This is an optimization exercise on Yosys and OpenROAD, whose aim is small area, a short achievable clock period and few clock cycles, not a production implementation. The RTL was checked by simulation tests, not by an equivalence proof against the original design. Power figures rest on the tool's default switching activity, not on a simulated workload.

Design passende_enc, start of the top module:
module passende_enc (
    input  wire        clk,
    input  wire        rst,             
    input  wire [6:0]  cfg_dpg,
    input  wire [1:0]  cfg_round,       
    input  wire [5:0]  cfg_mask_len,
    input  wire [62:0] cfg_mask,
    input  wire        cmd_valid,
    output wire        cmd_ready,
    input  wire [7:0]  cmd,
    input  wire [31:0] op_min,
    input  wire [31:0] op_max,
    input  wire [31:0] op_val,
    input  wire [31:0] op_n,
    output wire        rsp_valid,
    input  wire        rsp_ready,
    output wire [1:0]  rsp_kind,
    output wire [31:0] rsp_cnt,
    output wire        out_valid,
    input  wire        out_ready,
    output wire [7:0]  out_char
);
Size in the first run: about 3000 cells after synthesis, about 260 I/O pins.
==> flow/config.mk <==
export PLATFORM = sky130hd
export DESIGN_NAME = passende_enc
export DESIGN_NICKNAME = passende_enc
export VERILOG_FILES = /design/flow/design.v
export SDC_FILE = /design/flow/constraint.sdc
export NUM_CORES = 4
export LEC_CHECK = 0
export CAP_MARGIN = 20
export CORE_MARGIN = 2
export CORE_UTILIZATION = 25
export PLACE_DENSITY = 0.5
export SETUP_SLACK_MARGIN = 5
export SLEW_MARGIN = 20
export TNS_END_PERCENT = 5
==> flow/constraint.sdc <==
create_clock -name core_clock -period 10.0 [get_ports {clk}]
set_input_delay 2.0000 -clock core_clock [delete_from_list [all_inputs] [get_ports {clk}]]
set_output_delay 2.0000 -clock core_clock [all_outputs]
set_load 0.01 [all_outputs]
standard.sh (not shown) runs the stock make flow with config.mk's settings and CLKGATE_MAP_FILE= SYNTH_SCRIPT=/design/flow/synth_recipe.tcl, a recipe that flattens the netlist after the stock synthesis.
==> flow/flow/run.sh <==
#!/bin/bash
set -euo pipefail
bash standard.sh SETUP_SLACK_MARGIN=5.5 finish > standard_flow.log 2>&1
Testbench counts at the start, summed over its fixed seeds: cycles 16,110.
Edit:
--- a/flow/design.v
+++ b/flow/design.v
@@ -40,18 +40,16 @@
     reg [4:0]  sacc;            
     reg [4:0]  nb;              
     reg [6:0]  rem;             
     reg        started;         
     reg [3:0]  state;
     reg [1:0]  mode;
     reg [31:0] cnt;             
     reg [31:0] vlow;            
-    reg        vneg;            
-    reg        vgt;             
     reg        vswp;            
     reg        negA;            
     reg        gtA;             
     reg [5:0]  da;              
     reg        dvalid;          
     reg        kind;
     reg        ov;
     reg        osep;
@@ -176,17 +174,17 @@
                 mw[j] = mask_on & mfun[j];
             else
                 mw[j] = mask[wj[1:0]];
         end
     end
     wire [4:0] MW = {mw[0], mw[1], mw[2], mw[3], mw[4]};
     wire [4:0] cwin = win36({crc[3:0], crc}, pa);
     wire [4:0] RWc  = {cwin[0], cwin[1], cwin[2], cwin[3], cwin[4]};
-    wire [31:0] dreg = vneg ? 32'd0 : (vgt ? cnt : vlow);
+    wire [31:0] dreg = vlow;
     wire [5:0]  dia  = da;
     wire [4:0]  RWd  = win68({28'd0, dreg, 4'b0000}, dia);
     wire [1:0] emode  = idle ? M_PAD : mode;
     wire [5:1] nd     = {nb[0], nb[1], nb[2], nb[3], nb[4]};   
     wire       rem_nz = (rem != 7'd0);
     wire       cnt_nz = (cnt != 32'd0);
     wire       cnt_big = (cnt[31:3] != 29'd0);
     wire [2:0] c3     = cnt[2:0];
@@ -296,16 +294,19 @@
     wire [31:0] crc_1 = (crc >> 1) ^ (cmd[4] ? POLY : 32'd0);
     wire [32:0] A = {cmd[5] & op_min[31], op_min};
     wire [32:0] B = {cmd[5] & op_max[31], op_max};
     wire [32:0] V = {cmd[5] & op_val[31], op_val};
     wire [33:0] sBA = sub33(B, A);
     wire [33:0] sVA = sub33(V, A);
     wire [33:0] sVB = sub33({negA, vlow}, {vswp, cnt});
     wire [31:0] span = cnt ^ ({32{vswp}} & below_or(cnt));
+    wire        v_neg = vswp ? sVB[32] : negA;
+    wire        v_gt  = vswp ? gtA : sVB[33];
+    wire [31:0] v_off = v_neg ? 32'd0 : (v_gt ? span : (vswp ? sVB[31:0] : vlow));
     reg  [4:0]  top;
     integer k;
     always @* begin
         top = 5'd0;
         for (k = 0; k < 32; k = k + 1)
             if (span[k]) top = k[4:0];
     end
     reg [62:0] mask_i;
@@ -419,18 +420,18 @@
                     cs      <= 6'd0;
                     sacc    <= 5'd0;
                     nb      <= 5'b00001;
                     rem     <= 7'd0;
                     started <= 1'b0;
                     ccount  <= 32'd0;
                 end
                 if ((is_wbit | is_wchk) & full1) begin
-                    mode  <= M_CHECK;
-                    cnt   <= 32'd0;
+                    mode   <= M_DATA;
+                    dvalid <= 1'b0;
                     state <= S_RUN;
                 end
                 if (is_wchkn) begin
                     mode <= M_CHECK;
                     cnt  <= op_n;
                     if (op_n != 32'd0) state <= S_RUN;
                 end
                 if (is_result) begin
@@ -443,20 +444,17 @@
                     vlow  <= sVA[31:0];
                     negA  <= sVA[32];
                     gtA   <= sVA[33];
                     state <= S_PREP;
                 end
             end
             state[1]: begin
                 mode   <= M_DATA;
-                cnt    <= span;
-                if (vswp) vlow <= sVB[31:0];
-                vneg   <= vswp ? sVB[32] : negA;
-                vgt    <= vswp ? gtA : sVB[33];
+                vlow   <= v_off;
                 da     <= top_a;
                 dvalid <= cnt_nz;
                 state  <= cnt_nz ? S_RUN : S_RSP;
             end
             state[2]: begin
                 if ((~has_work & can_push) | (fire & ~ge))
                     state <= S_RSP;
             end
Outcome:
- final cell count shrinks slightly
- setup slack improved by 100 ps
- power goes down by a few percent
- worst hold slack is worse by 8.5 ps
- synthesized cell count decreases slightly
Testbench counts after the change, summed over its fixed seeds: cycles 16,110.

[what the ideal ports hide]
How much do the figures lean on ideal ports? The routed layouts below were timed once more, with nothing changed but the port constraints.
Step 1 assumes that a clkbuf_16 drives the clock port and a buf_2 every other input.
Step 2 times the ports against the registers' clock, not the clock port: input delays grow and output delays shrink by t, the midpoint of the rising clock arrivals with the driver on.
Slacks: ideal ports / drivers / drivers and shift; pairs: ideal ports / drivers.
run | t (ns) | setup WS [ns] | worst hold slack (ns) | slew at the worst register clock pin (ns)
the first run | 0.615 | 5.400 / 5.318 / 4.703 | 0.467 / 0.467 / 0.467 | 0.06 / 0.06
the second run | 0.635 | 5.500 / 5.513 / 4.878 | 0.458 / 0.458 / 0.458 | 0.07 / 0.07
After both steps setup and hold are still met in every run listed. The setup slack of the first run, which loses most, moves by -0.082 ns with the drivers and by -0.697 ns with both steps.
